From an optimization exercise on the open Yosys and OpenROAD flow, aimed at small area, a short achievable clock period and few clock cycles; shortcuts taken in it are not production practice. Only simulation tests tie the RTL to the original design; equivalence was not proved.

==> inputs of v23 <==
## crc4pc
module crc4pc (
    input  wire        clk,
    input  wire        rst,
    input  wire        req_valid,
    input  wire        req_write,
    input  wire        req_mem,
    input  wire [7:0]  req_addr,
    input  wire [31:0] req_wdata,
    output wire        req_ready,
    output reg         rsp_valid,
    output reg  [31:0] rsp_rdata
);
Settings: LEC_CHECK=0, CAP_MARGIN=20, CORE_MARGIN=2, CORE_UTILIZATION=30, PLACE_DENSITY=0.45, SLEW_MARGIN=20; clock period 9.0 ns.
run.sh (not shown) runs the stock make flow with config.mk's settings and CLKGATE_MAP_FILE= SYNTH_SCRIPT=/design/flow/synth_recipe.tcl, a recipe that flattens the netlist after the stock synthesis.
==> v39: changes against v23 <==
--- a/flow/design.v
+++ b/flow/design.v
@@ -198,27 +198,26 @@
                     (req_write ? (slot == R_CMD || slot == R_HDR)
                                : (slot == R_CRC_RESULT || slot == R_HDR || slot == R_HDR_FIELDS));
     assign req_ready = !busy || (bg && !conflict);
     wire host_acc = req_valid && req_ready;
     wire host_mwr = req_valid && !busy && req_write && req_mem;
     wire host_rwr = host_acc && req_write && !req_mem;
     reg  [2047:0] memv;                   
-    wire [7:0]  eaddr   = dcorr ? src_addr[7:0] : ptr;    
-    wire [3:0]  ptr_hi1 = eaddr[7:4] + 4'd1;
+    wire [3:0]  ptr_hi1 = ptr[7:4] + 4'd1;
     wire [127:0] bank_out;
     wire [63:0]  rowsel;                  
     genvar gb, gr;
     generate
         for (gb = 0; gb < 16; gb = gb + 1) begin : g_bank
             wire [127:0] col;
             for (gr = 0; gr < 16; gr = gr + 1) begin : g_row
                 assign col[8*gr +: 8] = memv[8*(16*gr + gb) +: 8];
             end
             assign rowsel[4*gb +: 4] = !busy ? req_addr[7:4] :
-                                       ((gb < ptr[3:0]) ? ptr_hi1 : eaddr[7:4]);
+                                       ((gb < ptr[3:0]) ? ptr_hi1 : ptr[7:4]);
             assign bank_out[8*gb +: 8] = col[8*rowsel[4*gb +: 4] +: 8];
         end
     endgenerate
     wire [3:0]  c_asm = mp(acc, cexp);
     wire [7:0]  h0_asm = {a_k[0], a_n, 3'b101};
     wire        hdr_src = (st == S_AH) || (st == S_HS);
     wire        wr_st   = hdr_src || (st == S_AW);
@@ -284,21 +283,22 @@
     wire [3:0]  dw_n   = hw[6:3];
     wire [4:0]  dw_m   = {hw[11:8], hw[7]};
     wire [5:0]  dw_sz  = 6'd2 + {2'd0, dw_n} + {1'b0, dw_m};
     wire [5:0]  dw_szm1 = dw_sz - 6'd1;
     wire [3:0]  dw_err = (hw[2:0] != 3'b101) ? E_FLAG :
                          (dw_n == 4'd0 || dw_m == 5'd0) ? E_LENGTH :
                          (src_len[31:6] == 26'd0 && src_len[5:0] < dw_sz) ? E_TRUNC_PKT : E_OK;
-    wire [5:0]  dl_sz  = 6'd2 + {2'd0, lane[6:3]} + {1'b0, lane[11:8], lane[7]};
-    reg         dk1;
+    reg         dcor;      
+    reg  [3:0]  derr_r;    
+    reg  [3:0]  dtgt;      
+    wire        dk1    = (dw_sz[5:4] == 2'd0) || (dw_sz == 6'd16);    
     wire [5:0]  dw_rem = dw_sz - {dw, 4'd0};
     wire [4:0]  dw_hi  = (dw_rem[5:4] != 2'd0) ? 5'd16 : {1'b0, dw_rem[3:0]};
     wire        dw_last = (dw_szm1[5:4] == dw);
-    wire        dcorr  = (st == S_DR) && (dw == 2'd1) && dk1;
-    wire [15:0] dmask  = to_banks(dcorr ? lanes({1'b0, dw_sz[4:0]}, 5'd16) : lanes(5'd0, dw_hi), ptr[3:0]);
+    wire [15:0] dmask  = to_banks(dcor ? lanes({1'b0, dw_sz[4:0]}, 5'd16) : lanes(5'd0, dw_hi), ptr[3:0]);
     wire [63:0] thi;
     wire [63:0] tlo;
     generate
         for (gb = 0; gb < 16; gb = gb + 1) begin : g_sum
             wire blo = (gb < xa);
             assign thi[4*gb +: 4] = (xmask[gb] && !blo) ? xt[4*gb +: 4] : 4'd0;
             assign tlo[4*gb +: 4] = (xmask[gb] &&  blo) ? xt[4*gb +: 4] : 4'd0;
@@ -313,17 +313,19 @@
                      tlo[35:32] ^ tlo[39:36] ^ tlo[43:40] ^ tlo[47:44] ^
                      tlo[51:48] ^ tlo[55:52] ^ tlo[59:56] ^ tlo[63:60];
     wire [3:0] usum = shi ^ mp(slo, 3'd3);
     wire [2:0]  dw_2s  = e_2a(src_addr[3:0]);
     wire [2:0]  dw_2sz = add7(add7(3'd4, e2x6({2'd0, dw_n})), e2x6({1'b0, dw_m}));
     wire [3:0]  dw_x   = mp(hw[15:12], sub7(3'd0, add7(dw_2sz, dw_2s))) ^
                          mp(hw[15:12], sub7(3'd5, dw_2s));
+    wire [2:0]  dw_e4k = (dw_szm1[5:4] == 2'd0) ? 3'd4 : (dw_szm1[5:4] == 2'd1) ? 3'd1 : 3'd5;
+    wire [3:0]  dw_tgt = mp(dw_x, dw_e4k);
     wire [2:0] e_step  = (xk == X_RANGE) ? (xfirst ? sub7(3'd4, e_2a(xa)) : 3'd4) :
                          (xk == X_DIS) ? (xcorr ? 3'd0 : 3'd4) : sub7(rfp, xrf);
-    wire [3:0] acc_src = (xk == X_DIS && xw == 2'd0) ? dw_x : acc;
+    wire [3:0] acc_src = (xk == X_DIS && xw == 2'd0) ? 4'd0 : acc;
     wire [3:0] acc_n   = mp(acc_src, e_step) ^ usum;
     wire [63:0] crc_value = {crc_value_hi, crc_value_lo};
     wire [63:0] vmask;
     wire [63:0] vterm;
     generate
         for (gb = 0; gb < 64; gb = gb + 1) begin : g_vm
             assign vmask[gb] = (crc_bits > gb);
@@ -497,14 +499,27 @@
             dst_addr      <= 32'd0;
             hdr           <= 16'd0;
             res_size      <= 6'd0;
             res_name_addr <= 8'd0;
             res_msg_addr  <= 8'd0;
             res_msg_len   <= 5'd0;
         end else begin
+            if (!busy) begin
+                a_n    <= name_len[3:0];
+                a_k    <= asm_k;
+                a_size <= asm_size;
+                a_na   <= name_addr[7:0];
+                a_dst  <= dst_addr[7:0];
+                a_kd0  <= asm_kd0;
+                a_end  <= asm_end;
+                a_dlt  <= msg_addr[7:0] - asm_kd0[7:0];
+                a_desc <= asm_desc;
+                a_q0   <= asm_desc ? asm_last[7:4] : asm_kd0[7:4];
+                a_qe   <= asm_desc ? asm_kd0[7:4] : asm_last[7:4];
+            end
             if (host_rwr) begin
                 case (slot)
                     R_CMD: begin
                         status_done <= 1'b1;
                         status_err  <= E_OK;
                         case (req_wdata[3:0])
                             4'h0: ;
@@ -585,37 +600,27 @@
                                     bg     <= 1'b1;
                                     st     <= S_AN;
                                     ptr    <= name_addr[7:0];
                                     mlo    <= 5'd0;
                                     mhi    <= {1'b0, name_len[3:0]};
                                     acc    <= asm_hck;
                                     rfp    <= 3'd0;
-                                    a_n    <= name_len[3:0];
-                                    a_k    <= asm_k;
-                                    a_size <= asm_size;
-                                    a_na   <= name_addr[7:0];
-                                    a_dst  <= dst_addr[7:0];
-                                    a_kd0  <= asm_kd0;
-                                    a_end  <= asm_end;
-                                    a_dlt  <= msg_addr[7:0] - asm_kd0[7:0];
-                                    a_desc <= asm_desc;
-                                    a_q0   <= asm_desc ? asm_last[7:4] : asm_kd0[7:4];
-                                    a_qe   <= asm_desc ? asm_kd0[7:4] : asm_last[7:4];
                                 end
                             end
                             4'h9: begin
                                 if (!f_rng_src) begin
                                     status_err <= E_ADDR;
                                 end else if (f_srclt2) begin
                                     status_err <= E_TRUNC_HDR;
                                 end else begin
                                     busy <= 1'b1;
                                     st   <= S_DR;
                                     ptr  <= src_addr[7:0];
                                     dw   <= 2'd0;
+                                    dcor <= 1'b0;
                                 end
                             end
                             default: status_err <= E_ILLEGAL;
                         endcase
                     end
                     R_CRC_START:    crc_start    <= req_wdata[3:0];
                     R_CRC_BITS:     crc_bits     <= req_wdata[6:0];
@@ -704,28 +709,31 @@
                         crc_raw <= c_asm;
                         crc_exp <= 3'd0;
                         busy    <= 1'b0;
                         bg      <= 1'b0;
                         st      <= S_IDLE;
                     end
                     S_DR: begin
-                        xv  <= 1'b1;
                         xk  <= X_DIS;
                         ptr <= ptr + 8'd16;
                         dw  <= dw + 2'd1;
                         if (dw == 2'd0) begin
                             hw    <= {lane[15:8], lane[7:0]};
-                            dk1   <= (dl_sz <= 6'd16);
+                            xv    <= 1'b1;
                             xmask <= 16'hFFFF;
                             xlast <= 1'b0;
+                        end else if (dw == 2'd1 && dk1) begin
+                            dcor <= 1'b1;
+                            ptr  <= src_addr[7:0];
                         end else begin
+                            xv    <= 1'b1;
                             xmask <= dmask;
-                            xcorr <= dcorr;
-                            xlast <= dcorr || dw_last;
-                            if (dcorr || dw_last)
+                            xcorr <= dcor;
+                            xlast <= dcor || dw_last;
+                            if (dcor || dw_last)
                                 st <= S_WAIT;
                         end
                     end
                     default: ;
                 endcase
             end
             if (xv) begin
@@ -737,27 +745,27 @@
                     crc_exp     <= xa_2a;
                     status_err  <= E_OK;
                     status_done <= 1'b1;
                     busy        <= 1'b0;
                     st          <= S_IDLE;
                     xv          <= 1'b0;
                 end
-                if (xk == X_DIS) begin
-                    if (xw == 2'd0 && dw_err != E_OK) begin
-                        status_err  <= dw_err;
-                        status_done <= 1'b1;
-                        busy        <= 1'b0;
-                        st          <= S_IDLE;
-                        xv          <= 1'b0;
-                    end else if (xlast) begin
-                        status_done <= 1'b1;
-                        busy        <= 1'b0;
-                        st          <= S_IDLE;
-                        xv          <= 1'b0;
-                        if (acc_n != 4'd0) begin
+                if (xk == X_DIS && xw == 2'd0) begin
+                    derr_r <= dw_err;
+                    dtgt   <= dw_tgt;
+                end
+                if (xk == X_DIS && xlast) begin
+                    status_done <= 1'b1;
+                    busy        <= 1'b0;
+                    st          <= S_IDLE;
+                    xv          <= 1'b0;
+                    if (derr_r != E_OK) begin
+                        status_err <= derr_r;
+                    end else begin
+                        if (acc_n != dtgt) begin
                             status_err <= E_CHECKSUM;
                         end else begin
                             status_err    <= E_OK;
                             hdr           <= hw;
                             crc_raw       <= hw[15:12];
                             crc_exp       <= 3'd0;
                             res_size      <= dw_sz;
==> impl_metrics.json <==
{
  "status": "complete, no violations",
  "final_cells": 18387,
  "nMultiInputCombCells": 7984,
  "rows": 252,
  "finalCritPeriodShare": 0.935,
  "die_y_um": 690,
  "first_iter_violations": 11679
}
# the run above: v23

==> impl_metrics.json <==
{
  "core-area_sq_um": 468000,
  "status": "complete, no violations",
  "first_iter_violations": 13013,
  "crit_buf_inv": 6,
  "first_pass_iters": 10,
  "nMultiInputCombCells": 7920,
  "finalCritPeriodShare": 0.850,
  "rows": 251,
  "critPathSlowestCell": "ha_1",
  "die_y_um": 690,
  "final_cells": 18381,
  "num_vias": 102737
}
# the run above: v39

Testbench counts of v23, summed over its fixed seeds: cycles 10,183.
Testbench counts of v39, summed over its fixed seeds: cycles 10,205.

-- static timing again, ports no longer ideal --
In the flow no input, the clock included, has a driving cell. The finished layouts below were timed again as built, in two steps. Step 1 assumes that a clkbuf_16 drives the clock port and a buf_2 every other input. Step 2 times the ports against the registers' clock, not the clock port: input delays grow and output delays shrink by t, the midpoint of the rising clock arrivals with the driver on. Three values: no drivers, after step 1, after step 2; two values: the first two.
run | t (ns) | setup WS [ns] | worst setup path at the end
v23 | 1.117 | 0.589 / 0.589 / 0.396 | input to register
v39 | 1.059 | 1.350 / 1.350 / 0.497 | input to register
After both steps setup and hold are still met in every run listed. For v39, which loses most, drivers alone change the setup slack by 0.000 ns; drivers and shift together by -0.853 ns.
